Source: an optimization exercise on an open RTL-to-GDS flow (aim: small area, a short achievable clock period and few clock cycles). Production flows keep margins and buffers that such runs may drop.
Only the layout flow was run in this run; the RTL was not checked for function there.
No activity file was given, so power comes from the tool's default toggle rates.

<file path="config.mk">
export PLATFORM = sky130hd
export DESIGN_NAME = cs220_core
export DESIGN_NICKNAME = cs220_core
export VERILOG_FILES = /design/flow/design.v
export SDC_FILE = /design/flow/constraint.sdc
export NUM_CORES = 4
export LEC_CHECK = 0
export CAP_MARGIN = 20
export CELL_PAD_IN_SITES_DETAIL_PLACEMENT = 2
export CELL_PAD_IN_SITES_GLOBAL_PLACEMENT = 4
export CORE_MARGIN = 2
export CORE_UTILIZATION = 30
export PLACE_DENSITY = 0.55
export SLEW_MARGIN = 20
</file>
<file path="constraint.sdc">
create_clock -name core_clock -period 11.0 [get_ports {clk}]
set_input_delay 2.2000 -clock core_clock [delete_from_list [all_inputs] [get_ports {clk}]]
set_output_delay 2.2000 -clock core_clock [all_outputs]
set_load 0.01 [all_outputs]
</file>
<file path="design.v">
module cs220_core (
    input             clk,
    input             rst,           
    output            mem_req,
    output            mem_we,
    output     [11:0] mem_addr,
    output     [63:0] mem_wdata,
    input             mem_ready,
    input      [63:0] mem_rdata,
    output            done,
    output     [1:0]  status,
    output            fatal,
    output     [63:0] pc,
    output     [2:0]  cc,            
    input      [3:0]  dbg_sel,
    output     [63:0] dbg_data
);
    localparam [1:0] ST_RUN = 2'd0, ST_HLT = 2'd1, ST_ADR = 2'd2, ST_INS = 2'd3;
    localparam [3:0] F_HALT = 4'h0, F_NOP = 4'h1, F_CMOV = 4'h2, F_LDI = 4'h3,
                     F_ST = 4'h4, F_LD = 4'h5, F_ALU = 4'h6, F_JMP = 4'h7,
                     F_CALL = 4'h8, F_RET = 4'h9, F_PUSH = 4'hA, F_POP = 4'hB;
    localparam [2:0] S_FETCH_OP = 3'd0, S_DISPATCH = 3'd1, S_FETCH_REG = 3'd2,
                     S_FETCH_WORD = 3'd3, S_EXEC = 3'd4, S_MEM = 3'd5;
    localparam [3:0] SP = 4'd4;
    reg [2:0]  state;
    reg [63:0] pc_r;
    reg [1:0]  status_r;
    reg        fatal_r;
    reg        zf, sf, of;
    reg [7:0]  op;
    reg [7:0]  rb;
    reg [63:0] word;
    reg [63:0] ea;           
    reg [63:0] wdata;        
    wire [3:0] fam = op[7:4];
    wire [3:0] sub = op[3:0];
    wire [3:0] rh  = rb[7:4];
    wire [3:0] rl  = rb[3:0];
    wire [63:0] rf [0:15];
    reg         wa_en;
    reg  [3:0]  wa;
    reg  [63:0] wa_d;
    reg         wsp_en;      
    reg  [63:0] wsp_d;
    genvar gi;
    generate
        for (gi = 0; gi < 16; gi = gi + 1) begin : g_rf
            reg [63:0] r;
            always @(posedge clk) begin
                if (rst)
                    r <= 64'd0;
                else if (wa_en && wa == gi)
                    r <= wa_d;
                else if (wsp_en && gi == SP)
                    r <= wsp_d;
            end
            assign rf[gi] = r;
        end
    endgenerate
    wire [63:0] x_rh = rf[rh];
    wire [63:0] x_rl = rf[rl];
    wire [63:0] x_sp = rf[SP];
    function pred;
        input [3:0] c;
        input z, s, o;
        begin
            case (c)
                4'd0: pred = 1'b1;
                4'd1: pred = (s ^ o) | z;
                4'd2: pred = s ^ o;
                4'd3: pred = z;
                4'd4: pred = ~z;
                4'd5: pred = ~(s ^ o);
                4'd6: pred = ~(s ^ o) & ~z;
                default: pred = 1'b0;
            endcase
        end
    endfunction
    wire        take = pred(sub, zf, sf, of);
    reg  [63:0] alu_r;
    reg         alu_o;
    always @(*) begin
        case (sub[1:0])
            2'd0: begin
                alu_r = x_rl + x_rh;
                alu_o = (x_rh[63] == x_rl[63]) && (alu_r[63] != x_rh[63]);
            end
            2'd1: begin
                alu_r = x_rl - x_rh;
                alu_o = (x_rl[63] != x_rh[63]) && (alu_r[63] == x_rh[63]);
            end
            2'd2: begin
                alu_r = x_rl & x_rh;
                alu_o = 1'b0;
            end
            default: begin
                alu_r = x_rl ^ x_rh;
                alu_o = 1'b0;
            end
        endcase
    end
    function valid1;
        input [63:0] a;
        valid1 = (a[63:12] == 52'd0);
    endfunction
    function valid8;
        input [63:0] a;
        valid8 = (a[63:12] == 52'd0) && (a[11:0] <= 12'd4088);
    endfunction
    wire [63:0] pc_p1   = pc_r + 64'd1;
    wire [63:0] pc_p2   = pc_r + 64'd2;
    wire [63:0] pc_p9   = pc_r + 64'd9;
    wire [63:0] pc_p10  = pc_r + 64'd10;
    wire [63:0] word_at = (fam == F_JMP || fam == F_CALL) ? pc_p1 : pc_p2;
    wire [63:0] disp_ea = x_rl + word;
    wire [63:0] sp_m8   = x_sp - 64'd8;
    wire [63:0] sp_p8   = x_sp + 64'd8;
    wire running = (status_r == ST_RUN) && !fatal_r;
    reg        req;
    reg        we;
    reg [63:0] addr;
    always @(*) begin
        req  = 1'b0;
        we   = 1'b0;
        addr = 64'd0;
        case (state)
            S_FETCH_OP:   if (running && valid1(pc_r)) begin req = 1'b1; addr = pc_r; end
            S_FETCH_REG:  if (valid1(pc_p1))           begin req = 1'b1; addr = pc_p1; end
            S_FETCH_WORD: if (valid8(word_at))         begin req = 1'b1; addr = word_at; end
            S_MEM: begin
                req  = 1'b1;
                we   = (fam == F_ST || fam == F_CALL || fam == F_PUSH);
                addr = ea;
            end
            default: ;
        endcase
    end
    assign mem_req   = req;
    assign mem_we    = we;
    assign mem_addr  = addr[11:0];
    assign mem_wdata = wdata;
    wire   acc       = req && mem_ready;
    always @(*) begin
        wa_en  = 1'b0;
        wa     = 4'd0;
        wa_d   = 64'd0;
        wsp_en = 1'b0;
        wsp_d  = 64'd0;
        if (state == S_EXEC) begin
            case (fam)
                F_CMOV: if (sub <= 4'd6 && take) begin wa_en = 1'b1; wa = rl; wa_d = x_rh; end
                F_LDI:  begin wa_en = 1'b1; wa = rl; wa_d = word; end
                F_ALU:  if (sub <= 4'd3) begin wa_en = 1'b1; wa = rl; wa_d = alu_r; end
                default: ;
            endcase
        end else if (state == S_MEM && acc) begin
            case (fam)
                F_LD:   begin wa_en = 1'b1; wa = rh; wa_d = mem_rdata; end
                F_RET:  begin wsp_en = 1'b1; wsp_d = sp_p8; end
                F_CALL, F_PUSH: begin wsp_en = 1'b1; wsp_d = sp_m8; end
                F_POP: begin
                    wa_en = 1'b1; wa = rh; wa_d = mem_rdata;
                    wsp_en = (rh != SP); wsp_d = sp_p8;
                end
                default: ;
            endcase
        end
    end
    always @(posedge clk) begin
        if (rst) begin
            state    <= S_FETCH_OP;
            pc_r     <= 64'd0;
            status_r <= ST_RUN;
            fatal_r  <= 1'b0;
            zf       <= 1'b0;
            sf       <= 1'b0;
            of       <= 1'b0;
            op       <= 8'd0;
            rb       <= 8'd0;
            word     <= 64'd0;
            ea       <= 64'd0;
            wdata    <= 64'd0;
        end else begin
            case (state)
                S_FETCH_OP: begin
                    if (running) begin
                        if (!valid1(pc_r))
                            status_r <= ST_ADR;
                        else if (acc) begin
                            op    <= mem_rdata[7:0];
                            state <= S_DISPATCH;
                        end
                    end
                end
                S_DISPATCH: begin
                    state <= S_FETCH_OP;
                    case (fam)
                        F_HALT: status_r <= ST_HLT;
                        F_NOP:  pc_r <= pc_p1;
                        F_RET:  state <= S_EXEC;
                        F_CMOV, F_LDI, F_ST, F_LD, F_ALU, F_PUSH, F_POP:
                                state <= S_FETCH_REG;
                        F_JMP, F_CALL:
                                state <= S_FETCH_WORD;
                        default: status_r <= ST_INS;
                    endcase
                end
                S_FETCH_REG: begin
                    if (!valid1(pc_p1)) begin
                        status_r <= ST_ADR;
                        state    <= S_FETCH_OP;
                    end else if (acc) begin
                        rb    <= mem_rdata[7:0];
                        state <= (fam == F_LDI || fam == F_ST || fam == F_LD) ? S_FETCH_WORD : S_EXEC;
                    end
                end
                S_FETCH_WORD: begin
                    if (!valid8(word_at)) begin
                        status_r <= ST_ADR;
                        state    <= S_FETCH_OP;
                    end else if (acc) begin
                        word  <= mem_rdata;
                        state <= S_EXEC;
                    end
                end
                S_EXEC: begin
                    state <= S_FETCH_OP;
                    case (fam)
                        F_CMOV: begin
                            if (sub > 4'd6) fatal_r <= 1'b1;
                            else            pc_r <= pc_p2;
                        end
                        F_LDI: pc_r <= pc_p10;
                        F_ST, F_LD: begin
                            if (!valid8(disp_ea))
                                status_r <= ST_ADR;
                            else begin
                                ea    <= disp_ea;
                                wdata <= x_rh;
                                state <= S_MEM;
                            end
                        end
                        F_ALU: begin
                            if (sub > 4'd3)
                                status_r <= ST_INS;
                            else begin
                                zf   <= (alu_r == 64'd0);
                                sf   <= alu_r[63];
                                of   <= alu_o;
                                pc_r <= pc_p2;
                            end
                        end
                        F_JMP: begin
                            if (sub > 4'd6) fatal_r <= 1'b1;
                            else            pc_r <= take ? word : pc_p9;
                        end
                        F_CALL, F_PUSH: begin
                            if (!valid8(sp_m8))
                                status_r <= ST_ADR;
                            else begin
                                ea    <= sp_m8;
                                wdata <= (fam == F_CALL) ? pc_p9 : x_rh;
                                state <= S_MEM;
                            end
                        end
                        F_RET, F_POP: begin
                            if (!valid8(x_sp))
                                status_r <= ST_ADR;
                            else begin
                                ea    <= x_sp;
                                state <= S_MEM;
                            end
                        end
                        default: ;
                    endcase
                end
                S_MEM: begin
                    if (acc) begin
                        state <= S_FETCH_OP;
                        case (fam)
                            F_CALL:                 pc_r <= word;
                            F_RET:                  pc_r <= mem_rdata;
                            F_ST, F_LD:             pc_r <= pc_p10;
                            default:                pc_r <= pc_p2;    
                        endcase
                    end
                end
                default: state <= S_FETCH_OP;
            endcase
        end
    end
    assign done     = !running;
    assign status   = status_r;
    assign fatal    = fatal_r;
    assign pc       = pc_r;
    assign cc       = {zf, sf, of};
    assign dbg_data = rf[dbg_sel];
endmodule
</file>
<file path="run.sh">
#!/bin/bash
# synth_recipe.tcl (not shown) runs the flow's synth.tcl, then flattens the netlist and writes it again
# the make line also repeats each setting of config.mk as NAME=value (left out here)
make -C /OpenROAD-flow-scripts/flow DESIGN_CONFIG=/design/flow/config.mk WORK_HOME=/design/flow/orfs CLKGATE_MAP_FILE= SYNTH_SCRIPT=/design/flow/synth_recipe.tcl finish
</file>
==> notes.md <==
## report_power, final
part	switching [uW]	total [uW]	internal (uW)
sequential	126	4700	4570
clock	2550	6060	3510
combinational	6420	8990	2570
total	9100	19700	10700
## worst max-delay path, delay by kind of cell (launching register included)
family                   cells  cell delay (ns)
AND/OR/NAND/NOR             12             4.58
buffers and inverters        4             1.81
AO/OA/AOI/OAI                6             2.71
flip-flops                   1             0.86
adder cells (fa/ha/maj)      1             0.48
## stage by stage
stage	setup WS (ns)	total power [uW]
3_3_place_gp	0.287	13200
4_1_cts	0.551	19400
2_1_floorplan	4.61	9450
5_1_grt	0.174	20200
3_5_place_dp	0.733	13300
6_report	0.281	19700
## logic make-up (layout without fill, tap and decap cells)
| logic type | count (synthesis) | count (layout) | share of synthesized area [%] |
|---|---|---|---|
| AO/OA/AOI/OAI | 4751 | 4751 | 37.4 |
| AND/OR/NAND/NOR | 3958 | 3958 | 20.4 |
| adder cells (fa/ha/maj) | 198 | 198 | 2.74 |
| XOR/XNOR | 353 | 353 | 3.39 |
| multiplexers | 214 | 214 | 2.39 |
| flip-flops | 1253 | 1253 | 27.5 |
| buffers and inverters | 1473 | 1227 | 6.22 |
| other | 0 | 25 | 0 |
## flip-flops by register name (all words and copies together) (netlist names), 2 cells and up
name      cells
op            8
rb            8
wdata        64
word         64
g_rf.r     1024
pc_r         64
state         3
ea           12
status_r      2
## Yosys cell counts, types with 78 or more instances
master    instances
a221oi_1        230
inv_1           182
buf_2            78
a21oi_1         713
buf_1            95
a22o_1          168
o22a_1          189
a22oi_1        1114
nand2b_1        101
nand2_1         567
dfxtp_1        1253
nand3_1         332
ha_1            195
a211oi_1       1019
clkbuf_1       1099
mux2i_1         192
nand4_1         383
xor2_1          127
nor3_1          218
o21ai_0         473
nor2_1         1821
xnor2_1         226
nor4_1           99
## area by class of cell
cell class,count,area [um2]
antenna,25,62.6
clock buffer,238,4930
clock inverter,65,897
fill,34464,198000
inverter,189,709
multi-input combinational,9474,61500
sequential,1253,25100
tap,3978,4980
timing repair buffer,735,6780
## worst max-delay path by stage
| stage | slack, ns | to | start | cells past startpoint |
|---|---|---|---|---|
| global route | 0.17 | mem_addr[9] | pc_r[1] | 15 |
| detailed placement | 0.73 | wdata[55] | rb[3] | 23 |
| CTS | 0.55 | mem_addr[9] | pc_r[1] | 15 |
| finish | 0.28 | wdata[55] | rb[3] | 23 |
| floorplan | 4.61 | mem_addr[5] | pc_r[13] | 14 |
| global placement | 0.29 | wdata[63] | rb[3] | 23 |
## layout by cell type, fill, tap and decap left out, types with 48 or more instances in the layout
cell type and count:
xnor2_1 226, and2_1 50, mux2i_1 192, a211oi_1 1018
a22oi_1 1113, clkbuf_16 171, ha_1 195, a222oi_1 58
nor3_1 197, nor2b_1 56, nor2_4 48, nor2_1 1773
o22a_1 189, o31ai_1 68, a21oi_1 688, o21ai_0 472
a31oi_1 72, a22o_1 168, nand2_1 563, or3_1 62
o22ai_1 73, nand3_1 332, clkdlybuf4s50_1 282, nand4_1 383
inv_1 182, xor2_1 127, dfxtp_1 1249, a221oi_1 230
and3_1 51, buf_4 402, nand2b_1 100, o211ai_1 75
nor4_1 90
## layer usage
metal / vias to the layer above / track usage (%) / routed length, um / part of all wire (%)
met5: - / 0 / 90 / 0.012
met4: 14 / 29.3 / 55700 / 7.7
met3: 1959 / 10.3 / 74600 / 10
met2: 7488 / 63.0 / 287000 / 40
met1: 59715 / 60.6 / 304000 / 42
li1: 46025 / - / - / -
==> flow_summary_export.csv <==
group,metric,value,unit
run_status,outcome,"timing/DRC/antenna clean",
setup_path,worstRegToRegCells,23,
synthesis,yosysSeqAreaShare,27.5,%
setup_path,critical_path.cell_chain,"nand2_1 -> nor2_4 -> buf_4 -> buf_4 -> a22oi_1 -> nand3_1 -> o22a_1 -> ha_1 -> a21oi_1 -> nor2_1 -> a2111oi_1 -> o211ai_1 -> nor4_1 -> nand3_1 -> nor4b_1 -> nand4_1 -> nor4b_1 -> nand4_1 -> nor4_4 -> buf_4 -> nor2_4 -> buf_6 -> o41ai_1",
floorplan,start_util,30.1,%
power,power_leakage,0.0329,uW
floorplan,die_x,556,um
timing,period_share,97.4,%
placed_design,dpl-instance-area,99000,um2
timing,finalSetupTns,0,ns
global_route,grt_pass1_wl,981,mm
flow_run,drv_cap,0,
placed_design,io_buffers,283,
setup_path,rrSetupSlack,0.28,ns
clock_network,postCtsSetupBuffers,0,
synthesis,synth_ff_type,"dfxtp_1",
timing,relSlewSlack,3.82,%
clock_network,clk_latency,0.93,ns
setup_path,crit_fanout,63,
clock_network,cts_resized,0,
synthesis,synth.distinct_cells,103,
final_layout,layoutNonFillerInstCount,15957,
setup_path,crit_path_start_kind,"register",
placed_design,dp_hpwl,500,mm
drt,routed_wl,721,mm
setup_path,r2r_start,"rb[3]",
synthesis,synth-seq-cells,1253,
timing,finalMaxSlewViolations,0,
timing,fmax,93.3,MHz
synthesis,netlist_top_cells_area,"dfxtp_1 27%, a22oi_1 9.2%, a211oi_1 8.4%",
clock_network,cts_root_buffer,"clkbuf_16",
drt,dr.pass1.iters,8,
placed_design,routabilityCongestion,1.01,
clock_network,cts_tree,"done",
synthesis,ys_warn_count,1,
synthesis,synth-edff-count,0,
min_path,hp-start,"wdata[15]",
setup_path,cp_slowest_cell,"nor2_4",
clock_network,cts_hold_buffers,0,
global_route,grt_antenna_before_repair,47,
clock_network,cts_buffers,169,
global_route,grt_pass1_vias,113927,
timing,tightest_slew,1.44,ns
timing,finalHoldViolations,0,
final_layout,postLayoutCoreUtil,34.7,%
setup_path,endpoint_kind,"register",
drt,vias,115201,
setup_path,crit_top_cell,"buf_4",
synthesis,yosysTopAreaCell,"dfxtp_1",
floorplan,rows,202,
floorplan,die_area,309000,um2
min_path,hold_path.class,"reg2reg",
setup_path,cpPeakStageDelay,1.04,ns
synthesis,avgSynthCellArea,7.48,um2
final_layout,drive_above_1_share,8.82,%
floorplan,dieHeight,556,um
final_layout,final_area,105000,um2
global_route,track_usage,44.8,%
timing,finalSetupViolCount,0,
setup_path,cp.arrival,11.50,ns
synthesis,async_flop_share,0,%
min_path,worstHoldEndpoint,"wdata[15]",
clock_network,htree_levels,4,
drt,drt.antenna.violating_nets,0,
setup_path,cp.required,11.78,ns
synthesis,yosys.area.top_type_share,27.5,%
drt,wl_per_cell,45.2,um
floorplan,io_pins,284,
drt,drt_iter0_drc,17166,
clock_network,clock-sinks,1253,
timing,rsz0062_at_grt,"false",
placed_design,dpl.cell_count,15627,
synthesis,syn_area,91300,um2
synthesis,syn_nets,12469,
min_path,holdPathStages,2,
final_layout,syn2layout_area_growth,15.0,%
synthesis,synthCells,12200,
clock_network,cts.clk_slew.worst_paths,0.06,ns
power,p_per_area,188,nW/um2
global_route,grt_max_degree,198,
global_route,grt_overflow_total,0,
clock_network,clockBufferDepth,4,
timing,finalClockSkew,0.0748,ns
drt,post-route-drc-count,0,
drt,viasPerCell,7.22,
timing,holdWs,0.485,ns
setup_path,critPathKind,"reg2reg",
timing,layout_min_cycle_time,10.72,ns
setup_path,r2r_end,"wdata[55]",
final_layout,final_nets,12091,
floorplan,coreArea,303000,um2
power,peakVddDrop,0.168,mV

[what the ideal ports hide]
The flow's constraints put no driver on any port. The routed layout listed below was extracted and timed again, unchanged, in two steps. Step 1 (the two cells are an assumption about what drives the block):
set clk [get_ports {clk}]
set_driving_cell -lib_cell sky130_fd_sc_hd__clkbuf_16 $clk
set_driving_cell -lib_cell sky130_fd_sc_hd__buf_2 [delete_from_list [all_inputs] $clk]
Step 2, shift: input delay + t, output delay - t, t = (earliest + latest rising clock arrival at the registers) / 2. This alone moves slack from input paths to output paths. Slacks: ideal ports / drivers / drivers and shift; pairs: ideal ports / drivers.
t (ns): 0.990
setup slack, ns: 0.281 / 0.214 / 0.281
worst data-port slew with drivers (ns): 0.14
After both steps setup and hold are still met in this run. The setup slack of this run moves by -0.067 ns with the drivers and by 0.000 ns with both steps.
